Source: an optimization exercise on an open RTL-to-GDS flow (aim: small area, a short achievable clock period and few clock cycles per item). Production flows keep margins and buffers that such runs may drop.
At most, simulation tests tie the RTL to the original design; equivalence was not proved.

==> run a: inputs <==
==> flow/design.v <==
module sha256_kh #(
    parameter PB = 0                  
) (
    input  wire         clk,
    input  wire         start,        
    input  wire [16:0]  ph,           
    input  wire         k0,           
    input  wire         k1,           
    input  wire         k2,           
    input  wire         n0,           
    input  wire         n1,           
    input  wire         n2,           
    input  wire         n9,           
    input  wire         n14,          
    input  wire [31:0]  kn,           
    input  wire [31:0]  a_init,       
    input  wire [31:0]  e_init,
    input  wire [31:0]  hkw_init,
    input  wire [31:0]  kw0,          
    input  wire [31:0]  kw1,
    input  wire [31:0]  kw2,
    input  wire         wload,        
    input  wire [127:0] wval,
    input  wire         wxor,         
    input  wire [127:0] wx,
    input  wire         whold,        
    output wire [31:0]  a_new,
    output wire [31:0]  a_q,
    output wire [31:0]  b_q,
    output wire [31:0]  c_q,
    output wire [31:0]  w0_q,
    output wire [31:0]  w1_q,
    output wire [31:0]  w2_q,
    output wire [127:0] w03_q
);
    localparam [31:0] IV0 = 32'h6a09e667, IV1 = 32'hbb67ae85,
                      IV2 = 32'h3c6ef372, IV4 = 32'h510e527f,
                      IV5 = 32'h9b05688c;
    localparam [127:0] DOM = PB ? 128'h101112131415161718191a1b1c1d1e1f
                                : 128'h000102030405060708090a0b0c0d0e0f;
    function [31:0] wc;
        input integer i;
        begin
            case (i)
                4:  wc = DOM[127:96];
                5:  wc = DOM[95:64];
                6:  wc = DOM[63:32];
                7:  wc = DOM[31:0];
                8:  wc = 32'h80000000;
                15: wc = 32'd256;
                default: wc = 32'd0;
            endcase
        end
    endfunction
    function [31:0] csa_s;
        input [31:0] x, y, z;
        csa_s = x ^ y ^ z;
    endfunction
    function [31:0] csa_c;
        input [31:0] x, y, z;
        csa_c = {((x[30:0] & y[30:0]) | (x[30:0] & z[30:0]) | (y[30:0] & z[30:0])), 1'b0};
    endfunction
    reg [31:0] a, b, c, d, e, f, g, hkw;
    reg [31:0] w [0:15];
    reg [31:0] c0, c1, c2, c9;
    integer j;
    always @(*) begin
        c0 = 32'd0; c1 = 32'd0; c2 = 32'd0; c9 = 32'd0;
        for (j = 4; j <= 15; j = j + 1) c0 = c0 | (ph[j] ? wc(j) : 32'd0);
        for (j = 3; j <= 14; j = j + 1) c1 = c1 | (ph[j] ? wc(j + 1) : 32'd0);
        for (j = 2; j <= 13; j = j + 1) c2 = c2 | (ph[j] ? wc(j + 2) : 32'd0);
        for (j = 0; j <= 6;  j = j + 1) c9 = c9 | (ph[j] ? wc(j + 9) : 32'd0);
    end
    wire [31:0] ws   = (k0 ? kw0 : 32'd0) | c0 | (n0 ? w[0] : 32'd0);
    wire [31:0] ws1  = (k1 ? kw1 : 32'd0) | c1 | (n1 ? w[1] : 32'd0);
    wire [31:0] ws2  = (k2 ? kw2 : 32'd0) | c2 | (n2 ? w[2] : 32'd0);
    wire [31:0] ws9  = c9 | (n9 ? w[9] : 32'd0);
    wire [31:0] ws14 = (ph[1] ? 32'd256 : 32'd0) | (n14 ? w[14] : 32'd0);
    wire [31:0] s1  = {e[5:0], e[31:6]} ^ {e[10:0], e[31:11]} ^ {e[24:0], e[31:25]};
    wire [31:0] ch  = (e & f) ^ (~e & g);
    wire [31:0] s0  = {a[1:0], a[31:2]} ^ {a[12:0], a[31:13]} ^ {a[21:0], a[31:22]};
    wire [31:0] maj = (a & b) ^ (a & c) ^ (b & c);
    wire [31:0] x1s = csa_s(s1, ch, hkw);
    wire [31:0] x1c = csa_c(s1, ch, hkw);
    wire [31:0] e2s = csa_s(x1s, x1c, d);
    wire [31:0] e2c = csa_c(x1s, x1c, d);
    wire [31:0] a2s = csa_s(x1s, x1c, s0);
    wire [31:0] a2c = csa_c(x1s, x1c, s0);
    wire [31:0] a3s = csa_s(a2s, a2c, maj);
    wire [31:0] a3c = csa_c(a2s, a2c, maj);
    wire [31:0] e_new = e2s + e2c;
    assign      a_new = a3s + a3c;
    wire [31:0] hks = csa_s(g, kn, ws2);
    wire [31:0] hkc = csa_c(g, kn, ws2);
    wire [31:0] hkw_next = hks + hkc;
    wire [31:0] ss0 = {ws1[6:0], ws1[31:7]} ^ {ws1[17:0], ws1[31:18]} ^ (ws1 >> 3);
    wire [31:0] ss1 = {ws14[16:0], ws14[31:17]} ^ {ws14[18:0], ws14[31:19]} ^ (ws14 >> 10);
    wire [31:0] m1s = csa_s(ss0, ss1, ws9);
    wire [31:0] m1c = csa_c(ss0, ss1, ws9);
    wire [31:0] m2s = csa_s(m1s, m1c, ws);
    wire [31:0] m2c = csa_c(m1s, m1c, ws);
    wire [31:0] wnew = m2s + m2c;
    integer i;
    always @(posedge clk) begin
        if (start) begin
            a <= a_init; b <= IV0; c <= IV1; d <= IV2;
            e <= e_init; f <= IV4; g <= IV5; hkw <= hkw_init;
        end else begin
            a <= a_new; b <= a; c <= b; d <= c;
            e <= e_new; f <= e; g <= f; hkw <= hkw_next;
        end
        for (i = 4; i < 15; i = i + 1)
            w[i] <= w[i + 1];
        w[15] <= wnew;
        if (wload) begin
            w[0] <= wval[127:96];
            w[1] <= wval[95:64];
            w[2] <= wval[63:32];
            w[3] <= wval[31:0];
        end else if (wxor) begin
            w[0] <= w[0] ^ wx[127:96];
            w[1] <= w[1] ^ wx[95:64];
            w[2] <= w[2] ^ wx[63:32];
            w[3] <= w[3] ^ wx[31:0];
        end else if (!whold) begin
            for (i = 0; i < 4; i = i + 1)
                w[i] <= w[i + 1];
        end
    end
    assign a_q   = a;
    assign b_q   = b;
    assign c_q   = c;
    assign w0_q  = w[0];
    assign w1_q  = w[1];
    assign w2_q  = w[2];
    assign w03_q = {w[0], w[1], w[2], w[3]};
endmodule
module ectf17_sc (
    input  wire         clk,
    input  wire         rst,
    input  wire         cmd_valid,
    output wire         cmd_ready,
    input  wire [1:0]   cmd_op,
    input  wire [127:0] cmd_data,
    output reg          rsp_valid,
    output wire [127:0] rsp_data
);
    localparam [1:0] OP_LOAD = 2'd0, OP_CRYPT = 2'd1, OP_ADV = 2'd2, OP_MASK = 2'd3;
    localparam [31:0] IV0 = 32'h6a09e667, IV1 = 32'hbb67ae85,
                      IV2 = 32'h3c6ef372, IV3 = 32'ha54ff53a;
    localparam [31:0] CA = 32'hfc08884d, CE = 32'h98c7e2a2, CH = 32'h90bb1e3c;
    localparam [2047:0] KTAB = {
        32'hc67178f2, 32'hbef9a3f7, 32'ha4506ceb, 32'h90befffa,
        32'h8cc70208, 32'h84c87814, 32'h78a5636f, 32'h748f82ee,
        32'h682e6ff3, 32'h5b9cca4f, 32'h4ed8aa4a, 32'h391c0cb3,
        32'h34b0bcb5, 32'h2748774c, 32'h1e376c08, 32'h19a4c116,
        32'h106aa070, 32'hf40e3585, 32'hd6990624, 32'hd192e819,
        32'hc76c51a3, 32'hc24b8b70, 32'ha81a664b, 32'ha2bfe8a1,
        32'h92722c85, 32'h81c2c92e, 32'h766a0abb, 32'h650a7354,
        32'h53380d13, 32'h4d2c6dfc, 32'h2e1b2138, 32'h27b70a85,
        32'h14292967, 32'h06ca6351, 32'hd5a79147, 32'hc6e00bf3,
        32'hbf597fc7, 32'hb00327c8, 32'ha831c66d, 32'h983e5152,
        32'h76f988da, 32'h5cb0a9dc, 32'h4a7484aa, 32'h2de92c6f,
        32'h240ca1cc, 32'h0fc19dc6, 32'hefbe4786, 32'he49b69c1,
        32'hc19bf174, 32'h9bdc06a7, 32'h80deb1fe, 32'h72be5d74,
        32'h550c7dc3, 32'h243185be, 32'h12835b01, 32'hd807aa98,
        32'hab1c5ed5, 32'h923f82a4, 32'h59f111f1, 32'h3956c25b,
        32'he9b5dba5, 32'hb5c0fbcf, 32'h71374491, 32'h428a2f98};
    reg         busy;         
    reg         pend;         
    reg  [5:0]  s;            
    reg  [16:0] ph;           
    reg         k0, k1, k2, n0, n1, n2, n9, n14;
    reg         lastr;        
    wire idle = !busy && !pend;
    assign cmd_ready = idle || (cmd_op == OP_LOAD);
    wire accept   = cmd_valid && cmd_ready;
    wire do_load  = accept && (cmd_op == OP_LOAD);
    wire do_crypt = accept && (cmd_op == OP_CRYPT);
    wire do_step  = accept && (cmd_op == OP_CRYPT || cmd_op == OP_ADV);
    wire start    = pend || do_step;
    wire last     = busy && lastr;
    reg [31:0] kn;
    always @(*) begin
        case (s)
            6'd61:   kn = KTAB[63*32 +: 32] + IV0;
            6'd62,
            6'd63:   kn = 32'd0;
            default: kn = KTAB[{s + 6'd2, 5'd0} +: 32];
        endcase
    end
    wire [31:0] aw0, aw1, aw2;
    wire [31:0] a_an, a_aq, a_bq, a_cq;
    wire [31:0] m_an, m_aq, m_bq, m_cq;
    wire [31:0] a_init   = aw0 + CA;
    wire [31:0] e_init   = aw0 + CE;
    wire [31:0] hkw_init = aw1 + CH;
    wire [127:0] adv_dig  = {a_an, a_aq + IV1, a_bq + IV2, a_cq + IV3};
    wire [127:0] mask_dig = {m_an, m_aq + IV1, m_bq + IV2, m_cq + IV3};
    wire         kload = rst || do_load || last;
    wire [127:0] kval  = rst ? 128'd0 : do_load ? cmd_data : adv_dig;
    sha256_kh #(.PB(0)) u_adv (
        .clk(clk), .start(start), .ph(ph), .k0(k0), .k1(k1), .k2(k2),
        .n0(n0), .n1(n1), .n2(n2), .n9(n9), .n14(n14), .kn(kn),
        .a_init(a_init), .e_init(e_init), .hkw_init(hkw_init),
        .kw0(aw0), .kw1(aw1), .kw2(aw2),
        .wload(kload), .wval(kval), .wxor(1'b0), .wx(128'd0), .whold(!busy),
        .a_new(a_an), .a_q(a_aq), .b_q(a_bq), .c_q(a_cq),
        .w0_q(aw0), .w1_q(aw1), .w2_q(aw2), .w03_q());
    sha256_kh #(.PB(1)) u_mask (
        .clk(clk), .start(start), .ph(ph), .k0(k0), .k1(k1), .k2(k2),
        .n0(n0), .n1(n1), .n2(n2), .n9(n9), .n14(n14), .kn(kn),
        .a_init(a_init), .e_init(e_init), .hkw_init(hkw_init),
        .kw0(aw0), .kw1(aw1), .kw2(aw2),
        .wload(last), .wval(mask_dig), .wxor(do_crypt), .wx(cmd_data), .whold(!busy),
        .a_new(m_an), .a_q(m_aq), .b_q(m_bq), .c_q(m_cq),
        .w0_q(), .w1_q(), .w2_q(), .w03_q(rsp_data));
    always @(posedge clk) begin
        if (rst) begin
            busy      <= 1'b0;
            pend      <= 1'b1;
            rsp_valid <= 1'b0;
        end else begin
            rsp_valid <= accept && cmd_op[0];         
            if (do_load) begin
                busy <= 1'b0;
                pend <= 1'b1;
            end else if (start) begin
                busy <= 1'b1;
                pend <= 1'b0;
            end else if (last) begin
                busy <= 1'b0;
            end
        end
        if (start) begin
            s     <= 6'd0;
            ph    <= 17'd1;
            k0    <= 1'b1;
            k1    <= 1'b1;
            k2    <= 1'b1;
            n0    <= 1'b0;
            n1    <= 1'b0;
            n2    <= 1'b0;
            n9    <= 1'b0;
            n14   <= 1'b0;
            lastr <= 1'b0;
        end else begin
            s     <= s + 6'd1;
            ph    <= {ph[15:0], 1'b0};
            if (ph[3])  k0  <= 1'b0;
            if (ph[2])  k1  <= 1'b0;
            if (ph[1])  k2  <= 1'b0;
            if (ph[15]) n0  <= 1'b1;
            if (ph[14]) n1  <= 1'b1;
            if (ph[13]) n2  <= 1'b1;
            if (ph[6])  n9  <= 1'b1;
            if (ph[1])  n14 <= 1'b1;
            lastr <= (s == 6'd61);
        end
    end
endmodule
==> flow/run.sh <==
#!/bin/bash
# synth_recipe.tcl (not shown) runs the flow's synth.tcl, then flattens the netlist and writes it again
# the make line also repeats each setting of config.mk as NAME=value (left out here)
make -C /OpenROAD-flow-scripts/flow DESIGN_CONFIG=/design/flow/config.mk WORK_HOME=/design/flow/orfs CLKGATE_MAP_FILE= SYNTH_SCRIPT=/design/flow/synth_recipe.tcl finish
==> flow/config.mk <==
export PLATFORM = sky130hd
export DESIGN_NAME = ectf17_sc
export DESIGN_NICKNAME = ectf17_sc
export VERILOG_FILES = /design/flow/design.v
export SDC_FILE = /design/flow/constraint.sdc
export NUM_CORES = 4
export LEC_CHECK = 0
export ABC_CLOCK_PERIOD_IN_PS = 5000
export CAP_MARGIN = 20
export CORE_MARGIN = 2
export CORE_UTILIZATION = 40
export PLACE_DENSITY = 0.6
export SETUP_SLACK_MARGIN = 5
export SLEW_MARGIN = 20
==> flow/constraint.sdc <==
create_clock -name core_clock -period 10.0 [get_ports {clk}]
set_input_delay 2.0000 -clock core_clock [delete_from_list [all_inputs] [get_ports {clk}]]
set_output_delay 2.0000 -clock core_clock [all_outputs]
set_load 0.01 [all_outputs]
==> inputs of run b, as changes to run a <==
==> flow/design.v, changed modules only <==
module sha256_kh #(
    parameter PB = 0                  
) (
    input  wire         clk,
    input  wire         start,        
    input  wire [16:0]  ph,           
    input  wire         k0,           
    input  wire         k1,           
    input  wire         n0,           
    input  wire         n1,           
    input  wire         n9,           
    input  wire         n14,          
    input  wire [31:0]  kn,           
    input  wire [31:0]  hkw_init,     
    input  wire [31:0]  kw0,          
    input  wire [31:0]  kw1,          
    input  wire         wload,        
    input  wire [127:0] wval,
    input  wire         wxor,         
    input  wire [127:0] wx,
    input  wire         whold,        
    output wire [31:0]  a_new,
    output wire [31:0]  a_q,
    output wire [31:0]  b_q,
    output wire [31:0]  c_q,
    output wire [31:0]  w0_q,
    output wire [31:0]  w1_q,
    output wire [127:0] w03_q
);
    localparam [31:0] IV0 = 32'h6a09e667, IV1 = 32'hbb67ae85,
                      IV2 = 32'h3c6ef372, IV3 = 32'ha54ff53a,
                      IV4 = 32'h510e527f, IV5 = 32'h9b05688c,
                      IV6 = 32'h1f83d9ab;
    localparam [127:0] DOM = PB ? 128'h101112131415161718191a1b1c1d1e1f
                                : 128'h000102030405060708090a0b0c0d0e0f;
    function [31:0] wc;
        input integer i;
        begin
            case (i)
                5'd4:  wc = DOM[127:96];
                5'd5:  wc = DOM[95:64];
                5'd6:  wc = DOM[63:32];
                5'd7:  wc = DOM[31:0];
                5'd8:  wc = 32'h80000000;
                5'd15: wc = 32'd256;
                default: wc = 32'd0;
            endcase
        end
    endfunction
    function [31:0] csa_s;
        input [31:0] x, y, z;
        csa_s = x ^ y ^ z;
    endfunction
    function [31:0] csa_c;
        input [31:0] x, y, z;
        csa_c = {((x[30:0] & y[30:0]) | (x[30:0] & z[30:0]) | (y[30:0] & z[30:0])), 1'b0};
    endfunction
    reg [31:0] a, b, c, d, e, f, g, hkw;
    reg [31:0] w [0:15];
    reg [31:0] c0, c1, c9;
    integer j;
    always @(*) begin
        c0 = 32'd0; c1 = 32'd0; c9 = 32'd0;
        for (j = 4; j <= 15; j = j + 1) c0 = c0 | (ph[j] ? wc(j) : 32'd0);
        for (j = 3; j <= 14; j = j + 1) c1 = c1 | (ph[j] ? wc(j + 1) : 32'd0);
        for (j = 0; j <= 6;  j = j + 1) c9 = c9 | (ph[j] ? wc(j + 9) : 32'd0);
    end
    wire [31:0] wt   = (k0 ? kw0 : 32'd0) | c0 | (n0 ? w[0] : 32'd0);
    wire [31:0] wt1  = (k1 ? kw1 : 32'd0) | c1 | (n1 ? w[1] : 32'd0);
    wire [31:0] wt9  = c9 | (n9 ? w[9] : 32'd0);
    wire [31:0] wt14 = (ph[1] ? 32'd256 : 32'd0) | (n14 ? w[14] : 32'd0);
    wire [31:0] s1  = {e[5:0], e[31:6]} ^ {e[10:0], e[31:11]} ^ {e[24:0], e[31:25]};
    wire [31:0] ch  = (e & f) ^ (~e & g);
    wire [31:0] s0  = {a[1:0], a[31:2]} ^ {a[12:0], a[31:13]} ^ {a[21:0], a[31:22]};
    wire [31:0] maj = (a & b) ^ (a & c) ^ (b & c);
    wire [31:0] x1s = csa_s(s1, ch, hkw);
    wire [31:0] x1c = csa_c(s1, ch, hkw);
    wire [31:0] e2s = csa_s(x1s, x1c, d);
    wire [31:0] e2c = csa_c(x1s, x1c, d);
    wire [31:0] a2s = csa_s(x1s, x1c, s0);
    wire [31:0] a2c = csa_c(x1s, x1c, s0);
    wire [31:0] a3s = csa_s(a2s, a2c, maj);
    wire [31:0] a3c = csa_c(a2s, a2c, maj);
    wire [31:0] e_new = e2s + e2c;
    assign      a_new = a3s + a3c;
    wire [31:0] hks = csa_s(g, kn, wt1);
    wire [31:0] hkc = csa_c(g, kn, wt1);
    wire [31:0] hkw_next = hks + hkc;
    wire [31:0] ss0 = {wt1[6:0], wt1[31:7]} ^ {wt1[17:0], wt1[31:18]} ^ (wt1 >> 3);
    wire [31:0] ss1 = {wt14[16:0], wt14[31:17]} ^ {wt14[18:0], wt14[31:19]} ^ (wt14 >> 10);
    wire [31:0] m1s = csa_s(ss0, ss1, wt9);
    wire [31:0] m1c = csa_c(ss0, ss1, wt9);
    wire [31:0] m2s = csa_s(m1s, m1c, wt);
    wire [31:0] m2c = csa_c(m1s, m1c, wt);
    wire [31:0] wnew = m2s + m2c;
    integer i;
    always @(posedge clk) begin
        if (start) begin
            a <= IV0; b <= IV1; c <= IV2; d <= IV3;
            e <= IV4; f <= IV5; g <= IV6; hkw <= hkw_init;
        end else begin
            a <= a_new; b <= a; c <= b; d <= c;
            e <= e_new; f <= e; g <= f; hkw <= hkw_next;
        end
        for (i = 4; i < 15; i = i + 1)
            w[i] <= w[i + 1];
        w[15] <= wnew;
        if (wload) begin
            w[0] <= wval[127:96];
            w[1] <= wval[95:64];
            w[2] <= wval[63:32];
            w[3] <= wval[31:0];
        end else if (wxor) begin
            w[0] <= w[0] ^ wx[127:96];
            w[1] <= w[1] ^ wx[95:64];
            w[2] <= w[2] ^ wx[63:32];
            w[3] <= w[3] ^ wx[31:0];
        end else if (!whold) begin
            for (i = 0; i < 4; i = i + 1)
                w[i] <= w[i + 1];
        end
    end
    assign a_q  = a;
    assign b_q  = b;
    assign c_q  = c;
    assign w0_q = w[0];
    assign w1_q = w[1];
    assign w03_q = {w[0], w[1], w[2], w[3]};
endmodule
module ectf17_sc (
    input  wire         clk,
    input  wire         rst,
    input  wire         cmd_valid,
    output wire         cmd_ready,
    input  wire [1:0]   cmd_op,
    input  wire [127:0] cmd_data,
    output reg          rsp_valid,
    output wire [127:0] rsp_data
);
    localparam [1:0] OP_LOAD = 2'd0, OP_CRYPT = 2'd1, OP_ADV = 2'd2, OP_MASK = 2'd3;
    localparam [31:0] IV0 = 32'h6a09e667, IV1 = 32'hbb67ae85,
                      IV2 = 32'h3c6ef372, IV3 = 32'ha54ff53a,
                      IV7 = 32'h5be0cd19;
    localparam [2047:0] KTAB = {
        32'hc67178f2, 32'hbef9a3f7, 32'ha4506ceb, 32'h90befffa,
        32'h8cc70208, 32'h84c87814, 32'h78a5636f, 32'h748f82ee,
        32'h682e6ff3, 32'h5b9cca4f, 32'h4ed8aa4a, 32'h391c0cb3,
        32'h34b0bcb5, 32'h2748774c, 32'h1e376c08, 32'h19a4c116,
        32'h106aa070, 32'hf40e3585, 32'hd6990624, 32'hd192e819,
        32'hc76c51a3, 32'hc24b8b70, 32'ha81a664b, 32'ha2bfe8a1,
        32'h92722c85, 32'h81c2c92e, 32'h766a0abb, 32'h650a7354,
        32'h53380d13, 32'h4d2c6dfc, 32'h2e1b2138, 32'h27b70a85,
        32'h14292967, 32'h06ca6351, 32'hd5a79147, 32'hc6e00bf3,
        32'hbf597fc7, 32'hb00327c8, 32'ha831c66d, 32'h983e5152,
        32'h76f988da, 32'h5cb0a9dc, 32'h4a7484aa, 32'h2de92c6f,
        32'h240ca1cc, 32'h0fc19dc6, 32'hefbe4786, 32'he49b69c1,
        32'hc19bf174, 32'h9bdc06a7, 32'h80deb1fe, 32'h72be5d74,
        32'h550c7dc3, 32'h243185be, 32'h12835b01, 32'hd807aa98,
        32'hab1c5ed5, 32'h923f82a4, 32'h59f111f1, 32'h3956c25b,
        32'he9b5dba5, 32'hb5c0fbcf, 32'h71374491, 32'h428a2f98};
    reg         busy;         
    reg         pend;         
    reg  [5:0]  t;            
    reg  [16:0] ph;           
    reg         k0, k1, n0, n1, n9, n14;
    reg         lastr;        
    wire idle = !busy && !pend;
    assign cmd_ready = idle || (cmd_op == OP_LOAD);
    wire accept   = cmd_valid && cmd_ready;
    wire do_load  = accept && (cmd_op == OP_LOAD);
    wire do_crypt = accept && (cmd_op == OP_CRYPT);
    wire do_step  = accept && (cmd_op == OP_CRYPT || cmd_op == OP_ADV);
    wire start    = pend || do_step;
    wire last     = busy && lastr;
    reg [31:0] kn;
    always @(*) begin
        case (t)
            6'd62:   kn = KTAB[63*32 +: 32] + IV0;
            6'd63:   kn = 32'd0;
            default: kn = KTAB[{t + 6'd1, 5'd0} +: 32];
        endcase
    end
    wire [31:0] aw0, aw1;
    wire [31:0] a_an, a_aq, a_bq, a_cq;
    wire [31:0] m_an, m_aq, m_bq, m_cq;
    wire [31:0] hkw_init = aw0 + (IV7 + KTAB[31:0]);
    wire [127:0] adv_dig  = {a_an, a_aq + IV1, a_bq + IV2, a_cq + IV3};
    wire [127:0] mask_dig = {m_an, m_aq + IV1, m_bq + IV2, m_cq + IV3};
    wire         kload = rst || do_load || last;
    wire [127:0] kval  = rst ? 128'd0 : do_load ? cmd_data : adv_dig;
    sha256_kh #(.PB(0)) u_adv (
        .clk(clk), .start(start), .ph(ph), .k0(k0), .k1(k1), .n0(n0), .n1(n1), .n9(n9), .n14(n14), .kn(kn), .hkw_init(hkw_init),
        .kw0(aw0), .kw1(aw1), .wload(kload), .wval(kval), .wxor(1'b0), .wx(128'd0), .whold(!busy),
        .a_new(a_an), .a_q(a_aq), .b_q(a_bq), .c_q(a_cq), .w0_q(aw0), .w1_q(aw1), .w03_q());
    sha256_kh #(.PB(1)) u_mask (
        .clk(clk), .start(start), .ph(ph), .k0(k0), .k1(k1), .n0(n0), .n1(n1), .n9(n9), .n14(n14), .kn(kn), .hkw_init(hkw_init),
        .kw0(aw0), .kw1(aw1), .wload(last), .wval(mask_dig), .wxor(do_crypt), .wx(cmd_data), .whold(!busy),
        .a_new(m_an), .a_q(m_aq), .b_q(m_bq), .c_q(m_cq), .w0_q(), .w1_q(), .w03_q(rsp_data));
    always @(posedge clk) begin
        if (rst) begin
            busy      <= 1'b0;
            pend      <= 1'b1;
            rsp_valid <= 1'b0;
        end else begin
            rsp_valid <= accept && cmd_op[0];         
            if (do_load) begin
                busy <= 1'b0;
                pend <= 1'b1;
            end else if (start) begin
                busy <= 1'b1;
                pend <= 1'b0;
            end else if (last) begin
                busy <= 1'b0;
            end
        end
        if (start) begin
            t     <= 6'd0;
            ph    <= 17'd1;
            k0    <= 1'b1;
            k1    <= 1'b1;
            n0    <= 1'b0;
            n1    <= 1'b0;
            n9    <= 1'b0;
            n14   <= 1'b0;
            lastr <= 1'b0;
        end else begin
            t     <= t + 6'd1;
            ph    <= {ph[15:0], 1'b0};
            if (ph[3])  k0  <= 1'b0;
            if (ph[2])  k1  <= 1'b0;
            if (ph[15]) n0  <= 1'b1;
            if (ph[14]) n1  <= 1'b1;
            if (ph[6])  n9  <= 1'b1;
            if (ph[1])  n14 <= 1'b1;
            lastr <= (t == 6'd62);
        end
    end
endmodule
==> notes <==
- Run a finished clean. Run b ran to the end with no violations.
- Critical path depth is the same in run a and run b.
- Of run b and run a, run a has the higher clock-buffer cell count (gap 5).
- Against run a, the routed wire length of run b is smaller by about 13%.
- Against run a, the flip-flop and latch count of run b is lower by 2.
- In run b the synthesized cell count is lower than in run a, by about 4%.
- In run a the area after synthesis is higher than in run b, by about 3%.
- Utilization: run a is higher than run b (0.42 points).
Testbench counts of run a, summed over its fixed seeds: cycles 33,352, items 512.
Only the layout flow was run in run b; the RTL was not checked for function there.

-- separate check: timing with driven ports --
The flow's constraints put no driver on any port. The routed layouts listed below were extracted and timed again, unchanged, in two steps. Step 1: set_driving_cell puts a clkbuf_16 on clk and a buf_2 on each other input, an assumption about the parent block. Step 2 also shifts input and output timing later by t, the mid clock arrival at the registers, as if the neighbouring blocks saw the same clock. Three values: no drivers, after step 1, after step 2; two values: the first two.
run	t (ns)	slack for setup (ns)	worst setup path after step 2	worst data-port slew with drivers (ns)
run a	0.950	4.767 / 4.767 / 4.234	input to register	0.06
run b	0.916	4.797 / 4.797 / 4.501	input to register	0.19
After both steps setup and hold are still met in every run listed. The setup slack of run a, which loses most, moves by 0.000 ns with the drivers and by -0.533 ns with both steps.
